Context: an optimization exercise on an open-source flow, tuned for small area, a short achievable clock period and few clock cycles per item. The choices shown serve that exercise and are no tape-out recipe. In this exercise RTL edits were held to simulation tests only and were not proved equivalent to the original.

<file path="design/flow/design.v">
module oncore_xtea (
    input  wire        clk,
    input  wire        rst_n,         
    input  wire [2:0]  kop,           
    input  wire [2:0]  kaddr,         
    input  wire [31:0] kdata,
    input  wire [2:0]  kraddr,        
    output wire [31:0] krdata,
    output wire        old_valid,
    input  wire        start,
    input  wire        decrypt,       
    input  wire [1:0]  method,
    input  wire        ksel,          
    input  wire [7:0]  cpr,           
    input  wire        allow_noenc,
    input  wire [63:0] din,           
    output wire        ready,
    output reg         done,
    output reg         err,
    output wire [63:0] dout
);
    localparam [2:0] KOP_NONE   = 3'd0;
    localparam [2:0] KOP_WRITE  = 3'd1;
    localparam [2:0] KOP_ROTATE = 3'd2;
    localparam [2:0] KOP_COMMIT = 3'd3;
    localparam [2:0] KOP_OVALID = 3'd4;
    localparam [31:0] DELTA  = 32'h9E3779B9;
    localparam [31:0] NDELTA = 32'h61C88647;     
    reg [31:0] cur_key [0:3];
    reg [31:0] old_key [0:3];
    reg        old_valid_r;
    wire [31:0] kd    = kdata & {32{rst_n}};
    wire        kacc  = ready & !start;
    wire        k_wr  = kacc & (kop == KOP_WRITE);
    wire        k_rot = kacc & (kop == KOP_ROTATE);
    integer j;
    always @(posedge clk) begin
        for (j = 0; j < 4; j = j + 1) begin
            if (!rst_n || (k_wr && kaddr == {1'b0, j[1:0]}) || (k_rot && j == 3))
                cur_key[j] <= kd;
            if (!rst_n || (k_wr && kaddr == {1'b1, j[1:0]}) || k_rot)
                old_key[j] <= (k_rot && rst_n) ? cur_key[j] : kd;
        end
    end
    always @(posedge clk) begin
        if (!rst_n)
            old_valid_r <= 1'b0;
        else if (kacc) begin
            case (kop)
                KOP_ROTATE: old_valid_r <= 1'b1;
                KOP_COMMIT: old_valid_r <= 1'b0;
                KOP_OVALID: old_valid_r <= kdata[0];
                default: ;
            endcase
        end
    end
    assign krdata    = kraddr[2] ? old_key[kraddr[1:0]] : cur_key[kraddr[1:0]];
    assign old_valid = old_valid_r;
    reg        run;           
    reg        pre;           
    reg        skl;           
    reg        dec_r;
    reg        ksel_r;
    reg [9:0]  cnt;           
    reg [31:0] ra, rb;        
    reg [31:0] s;             
    reg [31:0] sk1;           
    wire busy   = run | pre | skl;
    assign ready = !busy;
    wire accept = start & !busy;
    wire [8:0] cpr_n     = (cpr == 8'd0) ? 9'd256 : {1'b0, cpr};
    wire [9:0] n_cycles  = (method[0] ? {1'b0, cpr_n} : 10'd0) + (method[1] ? {cpr_n, 1'b0} : 10'd0);
    wire       bad_param = (method == 2'd0) ? !allow_noenc : (ksel && !old_valid_r);
    wire       good      = !bad_param && (method != 2'd0);
    wire last = run & (cnt == 10'd1);
    reg  [31:0] c32;          
    wire [4:0]  digit = pre ? cnt[4:0] : n_cycles[9:5];
    always @* begin
        case (digit)
            5'd0: c32 = 32'h00000000;
            5'd1: c32 = 32'h9E3779B9;
            5'd2: c32 = 32'h3C6EF372;
            5'd3: c32 = 32'hDAA66D2B;
            5'd4: c32 = 32'h78DDE6E4;
            5'd5: c32 = 32'h1715609D;
            5'd6: c32 = 32'hB54CDA56;
            5'd7: c32 = 32'h5384540F;
            5'd8: c32 = 32'hF1BBCDC8;
            5'd9: c32 = 32'h8FF34781;
            5'd10: c32 = 32'h2E2AC13A;
            5'd11: c32 = 32'hCC623AF3;
            5'd12: c32 = 32'h6A99B4AC;
            5'd13: c32 = 32'h08D12E65;
            5'd14: c32 = 32'hA708A81E;
            5'd15: c32 = 32'h454021D7;
            5'd16: c32 = 32'hE3779B90;
            5'd17: c32 = 32'h81AF1549;
            5'd18: c32 = 32'h1FE68F02;
            5'd19: c32 = 32'hBE1E08BB;
            5'd20: c32 = 32'h5C558274;
            5'd21: c32 = 32'hFA8CFC2D;
            5'd22: c32 = 32'h98C475E6;
            5'd23: c32 = 32'h36FBEF9F;
            5'd24: c32 = 32'hD5336958;
            5'd25: c32 = 32'h736AE311;
            5'd26: c32 = 32'h11A25CCA;
            5'd27: c32 = 32'hAFD9D683;
            5'd28: c32 = 32'h4E11503C;
            5'd29: c32 = 32'hEC48C9F5;
            5'd30: c32 = 32'h8A8043AE;
            5'd31: c32 = 32'h28B7BD67;
            default: c32 = 32'h0;
        endcase
    end
    wire [31:0] s_nx = (pre ? {s[26:0], 5'd0} : s) + (pre ? c32 : (dec_r ? NDELTA : DELTA));
    function [31:0] kpick;
        input [2:0] sel;
        begin
            case (sel)
                3'd0: kpick = cur_key[0];
                3'd1: kpick = cur_key[1];
                3'd2: kpick = cur_key[2];
                3'd3: kpick = cur_key[3];
                3'd4: kpick = old_key[0];
                3'd5: kpick = old_key[1];
                3'd6: kpick = old_key[2];
                default: kpick = old_key[3];
            endcase
        end
    endfunction
    wire [1:0]  idx1   = dec_r ? s[12:11] : s[1:0];
    wire [1:0]  idx2   = dec_r ? s[1:0]   : s[12:11];
    wire [2:0]  sel1   = accept ? {ksel, 2'b00} : {ksel_r, idx1};
    wire [31:0] s1     = accept ? 32'd0 : s;
    wire        inv1   = !accept & dec_r;
    wire [31:0] sk1_nx = (s1 + kpick(sel1)) ^ {32{inv1}};
    wire [31:0] sk2    = (s + kpick({ksel_r, idx2})) ^ {32{dec_r}};
    function [31:0] mix;
        input [31:0] v;
        begin
            mix = ((v << 4) ^ (v >> 5)) + v;
        end
    endfunction
    wire [32:0] nb_w = {rb, dec_r} + {mix(ra) ^ sk1, dec_r};
    wire [31:0] nb   = nb_w[32:1];
    wire [32:0] na_w = {ra, dec_r} + {mix(nb) ^ sk2, dec_r};
    wire [31:0] na   = na_w[32:1];
    assign dout = dec_r ? {ra, rb} : {rb, ra};
    always @(posedge clk) begin
        sk1 <= sk1_nx;
        s   <= accept ? (decrypt ? c32 : DELTA) : s_nx;
        if (accept) begin
            dec_r  <= decrypt;
            ksel_r <= ksel;
            cnt    <= n_cycles;
            ra     <= decrypt ? din[63:32] : din[31:0];
            rb     <= decrypt ? din[31:0]  : din[63:32];
        end else if (run) begin
            ra  <= na;
            rb  <= nb;
            cnt <= cnt - 10'd1;
        end
    end
    always @(posedge clk) begin
        if (!rst_n) begin
            run  <= 1'b0;
            pre  <= 1'b0;
            skl  <= 1'b0;
            done <= 1'b0;
            err  <= 1'b0;
        end else begin
            done <= last;
            pre  <= accept & good & decrypt;
            skl  <= pre;
            if (accept) begin
                err  <= bad_param;
                done <= !good;
                run  <= good & !decrypt;
            end else begin
                run  <= skl | (run & !last);
            end
        end
    end
endmodule
</file>
<file path="design/flow/standard.sh">
#!/bin/bash
# synth_recipe.tcl (not shown) runs the flow's synth.tcl, then flattens the netlist and writes it again
# the make line also repeats each setting of config.mk as NAME=value (left out here)
make -C /OpenROAD-flow-scripts/flow DESIGN_CONFIG=/design/flow/config.mk WORK_HOME=/design/flow/orfs CLKGATE_MAP_FILE= SYNTH_SCRIPT=/design/flow/synth_recipe.tcl "${@:-finish}"
</file>
<file path="design/flow/config.mk">
export PLATFORM = sky130hd
export DESIGN_NAME = oncore_xtea
export DESIGN_NICKNAME = oncore_xtea
export VERILOG_FILES = /design/flow/design.v
export SDC_FILE = /design/flow/constraint.sdc
export NUM_CORES = 4
export LEC_CHECK = 0
export ABC_AREA = 1
export CAP_MARGIN = 20
export CORE_MARGIN = 2
export CORE_UTILIZATION = 40
export SETUP_SLACK_MARGIN = 3
export SLEW_MARGIN = 20
</file>
<file path="design/flow/flow/run.sh">
#!/bin/bash
# The standard layout, with the input and output ports buffered by the
# small sky130_fd_sc_hd__buf_2 instead of the flow's default delay buffer.
set -euo pipefail
bash standard.sh "BUFFER_PORTS_ARGS=-buffer_cell sky130_fd_sc_hd__buf_2" finish > standard_flow.log 2>&1
</file>
<file path="design/flow/constraint.sdc">
create_clock -name core_clock -period 12.0 [get_ports {clk}]
set_input_delay 2.4000 -clock core_clock [delete_from_list [all_inputs] [get_ports {clk}]]
set_output_delay 2.4000 -clock core_clock [all_outputs]
set_load 0.01 [all_outputs]
</file>
==> metrics.csv, run 1 <==
stage;metric;value;unit
routing;wl_per_cell;22.5;microns
routing;final_antenna_net_count;0;
synthesis;synthesis.area;0.0365;sq mm
timing;slew_viol_final;0;
synthesis;synthCells;5077;
routing;drc;0;
global_routing;grt_pass1_wl;215000;microns
global_routing;grt_util_all_layers;29.9;%
timing;fin_worst_skew;45.3;ps
critical_path;slowest_delay;530;ps
synthesis;synth_cell_types;63;
timing;hold_violations;0;
cells_and_area;drive_above_1_share;8.28;%
flow_run;drv_cap;0;
timing;worstMarginPinSlew;1090;ps
timing;period_needed;8430;ps
floorplanning;ios;221;
global_routing;grt_max_degree;76;
timing;slew_headroom;26.8;%
timing;fmax;0.119;GHz
critical_path;end_kind;flip-flop;
floorplanning;initial_core_util;40.4;%
placement;place.gp.congestion;0.983;
synthesis;yosys_warnings;3;
cells_and_area;nets;5569;
clocking;cts-root-buf;clkbuf_16;
critical_path;critPathMaxFanout;5;
cells_and_area;multi_input_area;0.0219;sq mm
clocking;cts_tree;built;
critical_path;reg2reg_slack;3570;ps
timing;setup_tns;0;ps
critical_path;crit_type;reg -> reg;
routing;first_iter_violations;4348;
hold_path;hold_path.startpoint;err;
cells_and_area;fin_area;0.0405;sq mm
synthesis;syn-num-nets;5448;
clocking;clkLatencyLatePin;660;ps
timing;report.final.setup_viol;0;
global_routing;grt_pass1_vias;35200;
status;status;complete, no violations;
placement;port_buffers;220;
routing;routed_wl;144000;microns
synthesis;synth_seq_cells;402;
clocking;ctsLongestPathBuffers;3;
clocking;ctsHoldBuffers;0;
critical_path;slowest_stage;edfxtp_1;
synthesis;synth_ff_type;edfxtp_1;
cells_and_area;ff_latch_area;0.0114;sq mm
clocking;clkTransAtPathRegs;60;ps
clocking;post_cts_buffers;0;
critical_path;setup.worst_path.start;ra[9];
floorplanning;coreArea;0.0903;sq mm
timing;period_share;70.2;%
global_routing;antenna_found_initial;1;
synthesis;yosysSeqAreaShare;31.1;%
cells_and_area;area_growth;11.0;%
routing;viasPerCell;5.83;
placement;place_area;0.0388;sq mm
critical_path;worstPathArrival;8810;ps
routing;firstDrtPassIters;6;
placement;dp_hpwl;105000;microns
critical_path;crit_path_frequent_cell;a21oi_1;
synthesis;synth_edf_count;332;
critical_path;r2r_start;ra[9];
floorplanning;num_rows;110;
clocking;cts.sinks;402;
synthesis;synth-async-reset-ratio;0;%
critical_path;worstSetupStartpointType;flip-flop;
synthesis;postSynthAreaPerCell;7.19;sq um
critical_path;worst-endpoint-required;12380;ps
clocking;numCtsBuffers;52;
cells_and_area;fill_cells;9371;
timing;rsz0062_at_grt;false;
floorplanning;die_x;306;microns
floorplanning;die-height;306;microns
hold_path;hold_path.class;reg -> reg;
routing;vias;37400;
clocking;h-tree-depth;2;
global_routing;grt_overflow;0;
floorplanning;die-area;0.0937;sq mm
-- cell usage in the layout, fill, tap and decap left out, types with 7 or more instances in the layout --
master | netlist | layout
o21ai_0 | 469 | 464
buf_2 | 37 | 219
nor3_1 | 62 | 59
a21o_1 | 29 | 29
o21a_1 | 9 | 9
inv_2 | 10 | 12
fa_1 | 8 | 8
nand4_1 | 28 | 28
a211oi_1 | 7 | 7
o2111ai_1 | 21 | 21
inv_1 | 677 | 675
nand3_1 | 191 | 189
clkbuf_16 | 0 | 52
nor2_1 | 312 | 308
a2111oi_0 | 7 | 7
clkinv_2 | 0 | 8
nand2_2 | 7 | 9
clkinv_1 | 1 | 11
o22ai_1 | 173 | 173
a31oi_1 | 89 | 89
a221oi_1 | 84 | 84
nand2_1 | 1188 | 1183
xor2_1 | 208 | 207
xnor2_1 | 126 | 126
clkbuf_1 | 140 | 11
o21ai_1 | 15 | 15
o31ai_1 | 10 | 10
dfxtp_1 | 70 | 70
o211ai_1 | 19 | 19
ha_1 | 242 | 242
a21oi_1 | 351 | 351
edfxtp_1 | 332 | 332
a32oi_1 | 15 | 15
or2_2 | 16 | 16
o21bai_1 | 17 | 17
buf_4 | 3 | 46
nor4_1 | 14 | 13
a2111oi_2 | 8 | 8
-- metrics by stage --
stage	hold slack, ps	setup WS (ps)	utilization, %	cells
global placement	530	3370	42.9	6320
finish	553	3570	44.9	6418
CTS	543	3350	44.8	6417
floorplan	546	5110	-	5077
detailed placement	529	3370	42.9	6320
global route	589	3040	44.9	6417
-- metal layers --
layer,vias to the layer above,global-route usage [%],wire [microns]
met5,-,0,11
met3,325,4.13,13300
met1,17500,40.6,60800
li1,17700,-,-
met2,1953,48.9,65100
met4,2,10.0,5220
-- flip-flops by register name, indices dropped and copies added (netlist names) --
name         count
cur_key        128
old_key        128
ra              32
rb              32
s               32
sk1             32
cnt             10
dec_r            1
done             1
err              1
ksel_r           1
old_valid_r      1
pre              1
run              1
skl              1
-- worst max-delay path: cells and delay by family (launching register included) --
kind	cells	cell delay, ps
AOI/OAI and AO/OA	17	3400
and+or+nand+nor	10	1410
DFF	1	530
xor gates and xnor gates	6	1220
adders and majority gates	4	1550
buffers and inverters	1	90
-- Yosys cell counts, types with 5 or more instances --
library cell | count | share of area [%]
nand2_1 | 1188 | 12
nand2_2 | 7 | 0.12
o21ai_2 | 5 | 0.12
o21ai_1 | 15 | 0.21
buf_1 | 15 | 0.15
xor2_1 | 208 | 5.0
a21o_1 | 29 | 0.60
a21oi_1 | 351 | 4.8
or2_2 | 16 | 0.27
a2111oi_0 | 7 | 0.17
o221ai_1 | 5 | 0.12
inv_1 | 677 | 7.0
o22ai_1 | 173 | 3.0
nor2_1 | 312 | 3.2
o21bai_1 | 17 | 0.35
o211ai_1 | 19 | 0.39
clkbuf_1 | 140 | 1.4
nor4_1 | 14 | 0.24
inv_2 | 10 | 0.10
dfxtp_1 | 70 | 3.8
a32oi_1 | 15 | 0.36
nand4_1 | 28 | 0.48
buf_2 | 37 | 0.51
ha_1 | 242 | 8.3
and3_1 | 5 | 0.086
a22oi_1 | 6 | 0.12
a211oi_1 | 7 | 0.14
fa_1 | 8 | 0.44
o31ai_1 | 10 | 0.21
nor3_1 | 62 | 0.85
nand3_1 | 191 | 2.6
a221oi_1 | 84 | 2.0
o21ai_0 | 469 | 6.4
a2111oi_2 | 8 | 0.33
edfxtp_1 | 332 | 27
a31oi_1 | 89 | 1.5
xnor2_1 | 126 | 3.0
o21a_1 | 9 | 0.19
o2111ai_1 | 21 | 0.50
-- timing repair --
action	in CTS	in global routing
gates resized for setup	0	5
endpoints found under the hold margin	0	0
endpoints found under the setup margin	0	8
-- cell type report --
type | count | area share, %
Antenna cell | 1 | 0.00618
Timing Repair Buffer | 265 | 3.56
Sequential cell | 402 | 28.1
Clock buffer | 63 | 3.31
Clock inverter | 34 | 0.951
Multi-Input combinational cell | 3789 | 54.1
Inverter | 688 | 6.38
Tap cell | 1176 | 3.63
-- final timing paths --
kind / endpoint / cells past startpoint
worst min register to register: err / 1
worst max-delay path: ra[29] / 38
worst min-delay path: err / 1
worst max register to register: ra[29] / 38
-- cells by family (layout without fill, tap and decap cells) --
group / after synthesis / count (layout) / synth area share, %
xor gates and xnor gates: 338 / 338 / 8.19
buffers and inverters: 886 / 1050 / 9.31
other: 0 / 1 / 0
muxes: 2 / 2 / 0.0548
adders and majority gates: 250 / 250 / 8.73
AOI/OAI and AO/OA: 1367 / 1367 / 22.2
DFF: 402 / 402 / 31.1
and+or+nand+nor: 1832 / 1832 / 20.3
Testbench counts, summed over its fixed seeds: cycles 126,306, items 2,400.
==> run 2, diff against run 1 <==
--- a/design/flow/config.mk
+++ b/design/flow/config.mk
@@ -9,5 +9,5 @@
 export CAP_MARGIN = 20
 export CORE_MARGIN = 2
 export CORE_UTILIZATION = 40
-export SETUP_SLACK_MARGIN = 3
+export SETUP_SLACK_MARGIN = 5
 export SLEW_MARGIN = 20
==> metrics.csv, run 2 <==
stage;metric;value;unit
status;status;complete, no violations;
hold_path;hold_path.startpoint;err;
timing;slew_headroom;26.7;%
routing;routed_wl;150000;microns
critical_path;slowest_stage;edfxtp_1;
routing;maxUsedRoutingLayer;met5;
critical_path;end_kind;flip-flop;
placement;port_buffers;220;
routing;viasPerCell;5.85;
synthesis;synthesis.area;0.0365;sq mm
clocking;clkLatencyLatePin;660;ps
routing;first_iter_violations;4410;
timing;report.final.setup_viol;0;
floorplanning;initial_core_util;40.4;%
synthesis;synthMuxAreaShare;0.0548;%
synthesis;yosys.area_share.adder;8.73;%
clocking;ctsLongestPathBuffers;3;
cells_and_area;layout_common_cells;1098 x nand2_1, 655 x inv_1, 413 x o21ai_0;
timing;worstMarginPinSlew;1100;ps
cells_and_area;largest_registers;cur_key (128), old_key (128);
floorplanning;ios;221;
routing;wl_met2;68000;microns
synthesis;synth-async-reset-ratio;0;%
critical_path;crit_path_frequent_cell;nand2_1;
critical_path;r2r_start;ra[6];
critical_path;critPathMaxFanout;6;
synthesis;synthCells;5077;
clocking;h-tree-depth;2;
synthesis;yosysTopAreaCell;edfxtp_1;
critical_path;worstSetupStartpointType;flip-flop;
synthesis;synth_top_family_by_area;compound AO/OA/AOI/OAI gates;
clocking;clkTransAtPathRegs;60;ps
critical_path;worstPathArrival;7500;ps
timing;slew_viol_final;0;
routing;wl_met3;14100;microns
critical_path;ff2ff_path_depth;39;
critical_path;critical-path-top-delay-family;compound AO/OA/AOI/OAI gates;
placement;dp_hpwl;105000;microns
routing;final_antenna_net_count;0;
timing;rsz0062_at_grt;true;
cells_and_area;multi_input_area;0.0246;sq mm
timing;period_share;59.3;%
hold_path;hold-path-endpoint;err;
timing;setup_tns;0;ps
critical_path;critical_path_buf_inv_count;5;
clocking;numCtsBuffers;52;
critical_path;worst-endpoint-required;12390;ps
critical_path;worst_r2r_endpoint;ra[31];
timing;hold_violations;0;
critical_path;crit_type;reg -> reg;
cells_and_area;area_growth;23.3;%
cells_and_area;stdcell_count;6632;
cells_and_area;nets;5783;
flow_run;drv_cap;0;
synthesis;synth_cell_types;63;
floorplanning;die-height;306;microns
synthesis;postSynthAreaPerCell;7.19;sq um
clocking;cts.sinks;402;
floorplanning;die-area;0.0937;sq mm
global_routing;grt_pass1_wl;219000;microns
synthesis;synth_top_area_share;27.3;%
floorplanning;num_rows;110;
routing;firstDrtPassIters;7;
routing;drc;0;
synthesis;synth_compound_area_share;22.2;%
synthesis;syn-num-nets;5448;
hold_path;holdPathStages;1;
critical_path;reg2reg_slack;4880;ps
timing;fin_worst_skew;52.0;ps
clocking;cts_tree;built;
routing;vias;38800;
synthesis;synth-xor-area-share;8.19;%
placement;place.gp.congestion;0.983;
timing;period_needed;7120;ps
synthesis;synth_edf_count;332;
synthesis;yosysSeqAreaShare;31.1;%
synthesis;yosys.area_share.simple;20.3;%
cells_and_area;final_common_cell;nand2_1;
synthesis;synth_ff_type;edfxtp_1;
synthesis;yosys_warnings;3;
synthesis;ys_top_cells_by_count;1188 x nand2_1, 677 x inv_1, 469 x o21ai_0;
synthesis;synth_seq_cells;402;
global_routing;grt_overflow;0;
routing;wl_per_cell;22.7;microns
floorplanning;coreArea;0.0903;sq mm
synthesis;synthTopCellsByArea;edfxtp_1 27%, nand2_1 12%, ha_1 8.3%, inv_1 7.0%, o21ai_0 6.4%;
floorplanning;die_x;306;microns
synthesis;synth.most_common_cell;nand2_1;
global_routing;antenna_found_initial;1;
critical_path;slowest_delay;550;ps
cells_and_area;ff_latch_area;0.0114;sq mm
clocking;cts-root-buf;clkbuf_16;
hold_path;hold_path.class;reg -> reg;
placement;place_inst;6320;
global_routing;grt_pass1_vias;35900;
timing;fmax;0.141;GHz
global_routing;grt_max_degree;76;
routing;wl_met1;61700;microns
cells_and_area;fill_cells;8875;
global_routing;grt_util_all_layers;30.5;%
cells_and_area;drive_above_1_share;19.0;%
-- run 2: cell counts after synthesis --
Identical to the previous run, type by type.
-- run 2: routing by layer --
| layer | GRT usage, % | vias up |
|---|---|---|
| li1 | - | 18100 |
| met1 | 41.1 | 18300 |
| met2 | 49.8 | 2093 |
| met3 | 4.33 | 373 |
| met4 | 10.9 | 2 |
| met5 | 0 | - |
-- run 2: final cells by class --
type                       instances  area share (%)
multi-input combinational       3789            54.6
antenna                            1         0.00556
clock inverter                    34           0.856
sequential                       402            25.3
tap                             1176            3.27
timing repair inverter             2          0.0334
clock buffer                      63            2.98
timing repair buffer             477            7.18
inverter                         688            5.84
-- run 2: logic make-up (layout without fill, tap and decap cells) --
logic type	after synthesis	in the layout
multiplexers	2	2
AND/OR/NAND/NOR	1832	1832
buffers and inverters	886	1264
AO/OA/AOI/OAI	1367	1367
flip-flops	402	402
other	0	1
adder cells (fa/ha/maj)	250	250
XOR/XNOR	338	338
-- run 2: repair_timing --
| action | 4_1_cts | 5_1_grt |
|---|---|---|
| gates cloned | 1 | 1 |
| resized for setup | 229 | 406 |
| hold endpoints to repair | 0 | 0 |
| buffers inserted | 97 | 115 |
| pin swaps | 69 | 208 |
| endpoints found under the setup margin | 60 | 56 |
| hold buffers | 0 | 0 |
-- run 2: worst max path at each step --
| stage | startpoint | to | slack (ps) | cells after the start |
|---|---|---|---|---|
| floorplan | start | cur_key[0][0] | 5110 | 5 |
| global placement | ra[9] | ra[29] | 3370 | 38 |
| detailed placement | ra[9] | ra[29] | 3370 | 38 |
| CTS | ra[0] | ra[29] | 4930 | 40 |
| global route | ra[6] | ra[31] | 4610 | 40 |
| finish | ra[6] | ra[31] | 4880 | 39 |
-- run 2: per-stage QoR --
step	setup WS (ps)	utilization [%]	cell area, sq um	hold slack [ps]
2_1_floorplan	5110	-	36500	546
3_3_place_gp	3370	42.9	38800	530
3_5_place_dp	3370	42.9	38800	529
4_1_cts	4930	46.8	42300	543
5_1_grt	4610	49.9	45000	589
6_report	4880	49.9	45000	556
-- run 2: worst reg2reg max path: cells and delay by family (launching register included) --
kind	cells	cell delay [ps]
compound gates	13	2380
fa+ha+maj	4	1430
simple gates	13	1410
xor+xnor	4	750
flops	1	550
buf+inv	5	390
==> run 3, diff against run 2 <==
--- a/design/flow/config.mk
+++ b/design/flow/config.mk
@@ -9,5 +9,5 @@
 export CAP_MARGIN = 20
 export CORE_MARGIN = 2
 export CORE_UTILIZATION = 40
-export SETUP_SLACK_MARGIN = 5
+export SETUP_SLACK_MARGIN = 4
 export SLEW_MARGIN = 20
==> metrics.csv, run 3 <==
stage;metric;value;unit
timing;setup_tns;0;ps
critical_path;ff2ff_path_depth;41;
critical_path;slowest_stage;edfxtp_1;
routing;final_antenna_net_count;0;
routing;drc;0;
synthesis;yosys_warnings;3;
placement;port_buffers;220;
critical_path;end_kind;flip-flop;
routing;routed_wl;146000;microns
cells_and_area;fin_area;0.0413;sq mm
critical_path;crit_path_frequent_cell;nand2_1;
timing;slew_headroom;26.7;%
hold_path;holdPathStages;1;
routing;firstDrtPassIters;6;
critical_path;slowest_delay;500;ps
global_routing;grt_overflow;0;
cells_and_area;largest_registers;cur_key (128), old_key (128);
clocking;clkLatencyLatePin;660;ps
cells_and_area;final_common_cell;nand2_1;
placement;place.gp.congestion;0.983;
global_routing;grt_pass1_vias;35200;
clocking;cts-root-buf;clkbuf_16;
synthesis;synth_cell_types;63;
synthesis;synth_ff_type;edfxtp_1;
synthesis;synth.most_common_cell;nand2_1;
placement;place_area;0.0388;sq mm
clocking;cts_tree;built;
hold_path;hold_path.class;reg -> reg;
timing;rsz0062_at_grt;true;
clocking;ctsHoldBuffers;0;
timing;fin_ws;4350;ps
floorplanning;die_x;306;microns
critical_path;reg2reg_slack;4350;ps
timing;period_needed;7650;ps
routing;viasPerCell;5.82;
global_routing;grt_util_all_layers;29.9;%
synthesis;synthCells;5077;
synthesis;postSynthAreaPerCell;7.19;sq um
critical_path;crit_type;reg -> reg;
global_routing;antenna_found_initial;1;
cells_and_area;antennaDiodeCount;0;
routing;first_iter_violations;4646;
timing;slew_viol_final;0;
hold_path;hold_path.startpoint;err;
timing;worstMarginPinSlew;1090;ps
routing;vias;37500;
synthesis;synth_edf_count;332;
placement;dp_slack;3370;ps
synthesis;synth_seq_cells;402;
synthesis;yosysTopAreaCell;edfxtp_1;
floorplanning;initial_core_util;40.4;%
synthesis;synth_top_area_share;27.3;%
floorplanning;die-height;306;microns
synthesis;synth-async-reset-ratio;0;%
global_routing;grt_pass1_wl;215000;microns
cells_and_area;area_growth;13.1;%
synthesis;synthesis.area;0.0365;sq mm
status;status;complete, no violations;
floorplanning;ios;221;
timing;period_share;63.7;%
critical_path;critPathMaxFanout;5;
floorplanning;die-area;0.0937;sq mm
clocking;clkTransAtPathRegs;60;ps
timing;fmax;0.131;GHz
timing;hold_violations;0;
cells_and_area;nets;5605;
synthesis;ys_top_cells_by_count;1188 x nand2_1, 677 x inv_1, 469 x o21ai_0;
critical_path;r2r_start;ra[1];
clocking;ctsLongestPathBuffers;3;
floorplanning;coreArea;0.0903;sq mm
global_routing;grt_max_degree;76;
critical_path;worstSetupStartpointType;flip-flop;
synthesis;yosysSeqAreaShare;31.1;%
critical_path;worst-endpoint-required;12390;ps
synthesis;synthTopCellsByArea;edfxtp_1 27%, nand2_1 12%, ha_1 8.3%, inv_1 7.0%, o21ai_0 6.4%;
hold_path;hold-path-endpoint;err;
clocking;h-tree-depth;2;
flow_run;drv_cap;0;
clocking;numCtsBuffers;52;
clocking;cts.sinks;402;
timing;fin_worst_skew;47.7;ps
critical_path;worst_r2r_endpoint;ra[30];
timing;report.final.setup_viol;0;
cells_and_area;layout_common_cells;1175 x nand2_1, 674 x inv_1, 457 x o21ai_0;
synthesis;syn-num-nets;5448;
cells_and_area;drive_above_1_share;10.1;%
placement;dp_hpwl;105000;microns
critical_path;worstPathArrival;8030;ps
routing;wl_per_cell;22.6;microns
floorplanning;num_rows;110;
==> run 3: cell counts after synthesis <==
No cell type changed its count.
==> run 3: critical path, delay by kind of cell, from the launching register on <==
family | cells | cell delay (ps)
adder cells (fa/ha/maj) | 4 | 1410
AND/OR/NAND/NOR | 18 | 2380
flip-flops | 1 | 500
XOR/XNOR | 5 | 890
AO/OA/AOI/OAI | 11 | 2040
buffers and inverters | 3 | 180
==> run 3: logic make-up (layout without fill, tap and decap cells) <==
kind of cell             Yosys count  in the layout  share of synthesized area, %
multiplexers                       2              2                        0.0548
flip-flops                       402            402                          31.1
AND/OR/NAND/NOR                 1832           1832                          20.3
adder cells (fa/ha/maj)          250            250                          8.73
buffers and inverters            886           1086                          9.31
XOR/XNOR                         338            338                          8.19
AO/OA/AOI/OAI                   1367           1367                          22.2
==> run 3: worst max path at each step <==
stage | startpoint | end | slack [ps] | cells after the start
6_report | ra[1] | ra[30] | 4350 | 41
5_1_grt | ra[1] | ra[28] | 3930 | 37
4_1_cts | ra[10] | ra[29] | 3950 | 41
3_5_place_dp | ra[9] | ra[29] | 3370 | 38
3_3_place_gp | ra[9] | ra[29] | 3370 | 38
2_1_floorplan | start | cur_key[0][0] | 5110 | 5
==> run 3: repair_timing <==
item                                    4_1_cts  5_1_grt
endpoints found under the setup margin       14       16
setup buffers                                 4       32
pin swaps                                     0       11
hold endpoints to repair                      0        0
gates resized for setup                      10       92
==> run 3: cell type report <==
| type | instances | area (sq um) |
|---|---|---|
| clock buffers | 63 | 1340 |
| fillers | 9315 | 49000 |
| clock inverters | 34 | 385 |
| flip-flops and latches | 402 | 11400 |
| multi-input cells | 3789 | 22400 |
| inverters | 688 | 2590 |
| well taps | 1176 | 1470 |
| repair buffers | 301 | 1740 |
==> run 3: per-stage QoR <==
stage | cells | util (%) | hold slack (ps)
after floorplan | 5077 | - | 546
final | 6453 | 45.7 | 549
after global placement | 6320 | 42.9 | 530
after detailed placement | 6320 | 42.9 | 529
after global routing | 6453 | 45.7 | 589
after CTS | 6421 | 44.9 | 543
==> run 3: metal layers <==
layer | part of all wire [%] | up-vias | track usage, %
met2 | 45 | 1863 | 48.9
met3 | 9.1 | 327 | 4.15
met1 | 42 | 17600 | 40.6
met4 | 3.6 | 2 | 10.1
li1 | - | 17700 | -
met5 | 0.0076 | - | 0
==> run 4, diff against run 3 <==
--- a/design/flow/config.mk
+++ b/design/flow/config.mk
@@ -9,5 +9,5 @@
 export CAP_MARGIN = 20
 export CORE_MARGIN = 2
 export CORE_UTILIZATION = 40
-export SETUP_SLACK_MARGIN = 4
+export SETUP_SLACK_MARGIN = 4.5
 export SLEW_MARGIN = 20
==> metrics.csv, run 4 <==
stage;metric;value;unit
global_routing;grt_pass1_wl;216000;microns
critical_path;worst-endpoint-required;9600;ps
timing;hold_violations;0;
synthesis;synthTopCellsByArea;edfxtp_1 27%, nand2_1 12%, ha_1 8.3%, inv_1 7.0%, o21ai_0 6.4%;
placement;port_buffers;220;
routing;drc;0;
cells_and_area;area_growth;16.7;%
timing;slew_headroom;25.7;%
critical_path;r2r_start;ra[0];
synthesis;synth.most_common_cell;nand2_1;
synthesis;postSynthAreaPerCell;7.19;sq um
timing;fmax;0.136;GHz
synthesis;synth_ff_type;edfxtp_1;
placement;place.gp.congestion;0.983;
synthesis;synth_cell_types;63;
synthesis;syn-num-nets;5448;
cells_and_area;final_common_cell;nand2_1;
clocking;ctsHoldBuffers;0;
clocking;numCtsBuffers;52;
placement;place_inst;6320;
critical_path;cp-endpoint;krdata[9];
clocking;h-tree-depth;2;
critical_path;worstPathArrival;4950;ps
synthesis;synth_top_area_share;27.3;%
floorplanning;ios;221;
cells_and_area;layout_common_cells;1147 x nand2_1, 668 x inv_1, 442 x o21ai_0;
global_routing;grt_max_degree;76;
clocking;cts.sinks;402;
cells_and_area;antennaDiodeCount;0;
synthesis;synthCells;5077;
critical_path;end_kind;primary output;
timing;period_needed;7350;ps
timing;report.final.setup_viol;0;
floorplanning;coreArea;0.0903;sq mm
critical_path;setup.worst_path.start;kraddr[0];
floorplanning;num_rows;110;
routing;final_antenna_net_count;0;
synthesis;yosys_warnings;3;
synthesis;synth_seq_cells;402;
floorplanning;die-height;306;microns
global_routing;grt_pass1_vias;35400;
clocking;clkTransAtPathRegs;50;ps
timing;rsz0062_at_grt;true;
routing;firstDrtPassIters;6;
critical_path;worst_r2r_endpoint;ra[31];
timing;setup_tns;0;ps
routing;routed_wl;147000;microns
critical_path;worstSetupStartpointType;primary input;
cells_and_area;stdcell_count;6516;
synthesis;synthesis.area;0.0365;sq mm
clocking;clkLatencyLatePin;660;ps
cells_and_area;nets;5668;
timing;fin_worst_skew;51.7;ps
floorplanning;die_x;306;microns
critical_path;reg2reg_slack;4720;ps
timing;slew_viol_final;0;
routing;wl_per_cell;22.6;microns
floorplanning;die-area;0.0937;sq mm
critical_path;ff2ff_path_depth;44;
flow_run;drv_cap;0;
timing;worstMarginPinSlew;1110;ps
floorplanning;initial_core_util;40.4;%
synthesis;synth-async-reset-ratio;0;%
placement;dp_hpwl;105000;microns
synthesis;yosysSeqAreaShare;31.1;%
cells_and_area;largest_registers;cur_key (128), old_key (128);
cells_and_area;fin_area;0.0426;sq mm
hold_path;hold_path.class;reg -> reg;
routing;first_iter_violations;4188;
clocking;cts_tree;built;
routing;vias;37900;
critical_path;critPathMaxFanout;49;
status;status;complete, no violations;
critical_path;crit_type;in -> out;
global_routing;grt_util_all_layers;30.0;%
clocking;cts-root-buf;clkbuf_16;
routing;viasPerCell;5.82;
timing;period_share;61.2;%
placement;place_area;0.0388;sq mm
clocking;ctsLongestPathBuffers;3;
global_routing;antenna_found_initial;1;
cells_and_area;drive_above_1_share;13.7;%
synthesis;yosysTopAreaCell;edfxtp_1;
synthesis;synth_edf_count;332;
global_routing;grt_overflow;0;
synthesis;ys_top_cells_by_count;1188 x nand2_1, 677 x inv_1, 469 x o21ai_0;
==> run 4: per-stage QoR <==
| step | setup slack [ps] | util [%] | hold slack (ps) |
|---|---|---|---|
| 2_1_floorplan | 5110 | - | 546 |
| 3_3_place_gp | 3370 | 42.9 | 530 |
| 3_5_place_dp | 3370 | 42.9 | 529 |
| 4_1_cts | 4450 | 45.4 | 543 |
| 5_1_grt | 4280 | 47.2 | 589 |
| 6_report | 4650 | 47.2 | 552 |
==> run 4: kinds of logic (layout without fill, tap and decap cells) <==
group	after synthesis	count (layout)	synth area share [%]
compound gates	1367	1367	22.2
xor+xnor	338	338	8.19
fa+ha+maj	250	250	8.73
buf+inv	886	1149	9.31
flops	402	402	31.1
mux	2	2	0.0548
simple gates	1832	1832	20.3
==> run 4: area by class of cell <==
type                       instances  area [sq um]
fill                            9173         47700
multi-input combinational       3789         23200
sequential                       402         11400
inverter                         688          2600
timing repair buffer             364          2230
tap                             1176          1470
clock buffer                      63          1340
clock inverter                    34           385
==> run 4: worst min-delay path by stage <==
stage / startpoint / depth (start not counted) / to / slack, ps
after floorplan: skl / 4 / run / 550
after global placement: err / 1 / err / 530
after detailed placement: err / 1 / err / 530
after CTS: err / 1 / err / 540
after global routing: err / 1 / err / 590
final: err / 1 / err / 550
==> run 4: repair_timing <==
action | in CTS | in global routing
gates resized for setup | 58 | 245
pin swaps | 8 | 76
endpoints found under the hold margin | 0 | 0
setup buffers | 30 | 69
setup endpoints to repair | 20 | 39
==> run 4: worst max-delay path, stage by stage <==
cell	delay (ps)
buf_2	440
inv_1	160
nor2_4	110
buf_6	470
inv_1	450
o22ai_1	230
o221ai_1	130
o21ai_0	280
buf_2	230
==> run 4: layer usage <==
metal  share of wire, %  GRT usage (%)  wire, microns
met1                 42           40.6          61200
met3                9.3           4.27          13700
met4                3.9           10.0           5670
met5             0.0075              0             11
met2                 45           49.2          66500

==> afterwards: timing with drivers on the ports <==
Ports are ideal in the flow. The routed layouts listed here were re-timed in OpenROAD. Step 1 sets driving cells, clkbuf_16 on the clock port and buf_2 on the other inputs (assumed; they add their load-dependent delay and slew). Step 2 adds t to the input delays and takes it off the output delays; t is the mean of the earliest and latest rising clock arrival at the registers after step 1. Input paths then give back, and output paths get back, about the clock's delay inside the block. a / b / c = no drivers / after step 1 / after step 2; a / b = the first two.
run	shift t [ns]	slack for setup (ns)	worst setup path after step 2
run 1	0.702	3.573 / 3.573 / 3.573	register to register
run 2	0.705	4.883 / 4.883 / 4.581	input to register
run 3	0.703	4.353 / 4.353 / 3.989	input to register
run 4	0.699	4.654 / 4.631 / 4.261	input to register
After both steps setup and hold are still met in every run listed. For run 4, which loses most, drivers alone change the setup slack by -0.023 ns; drivers and shift together by -0.393 ns.
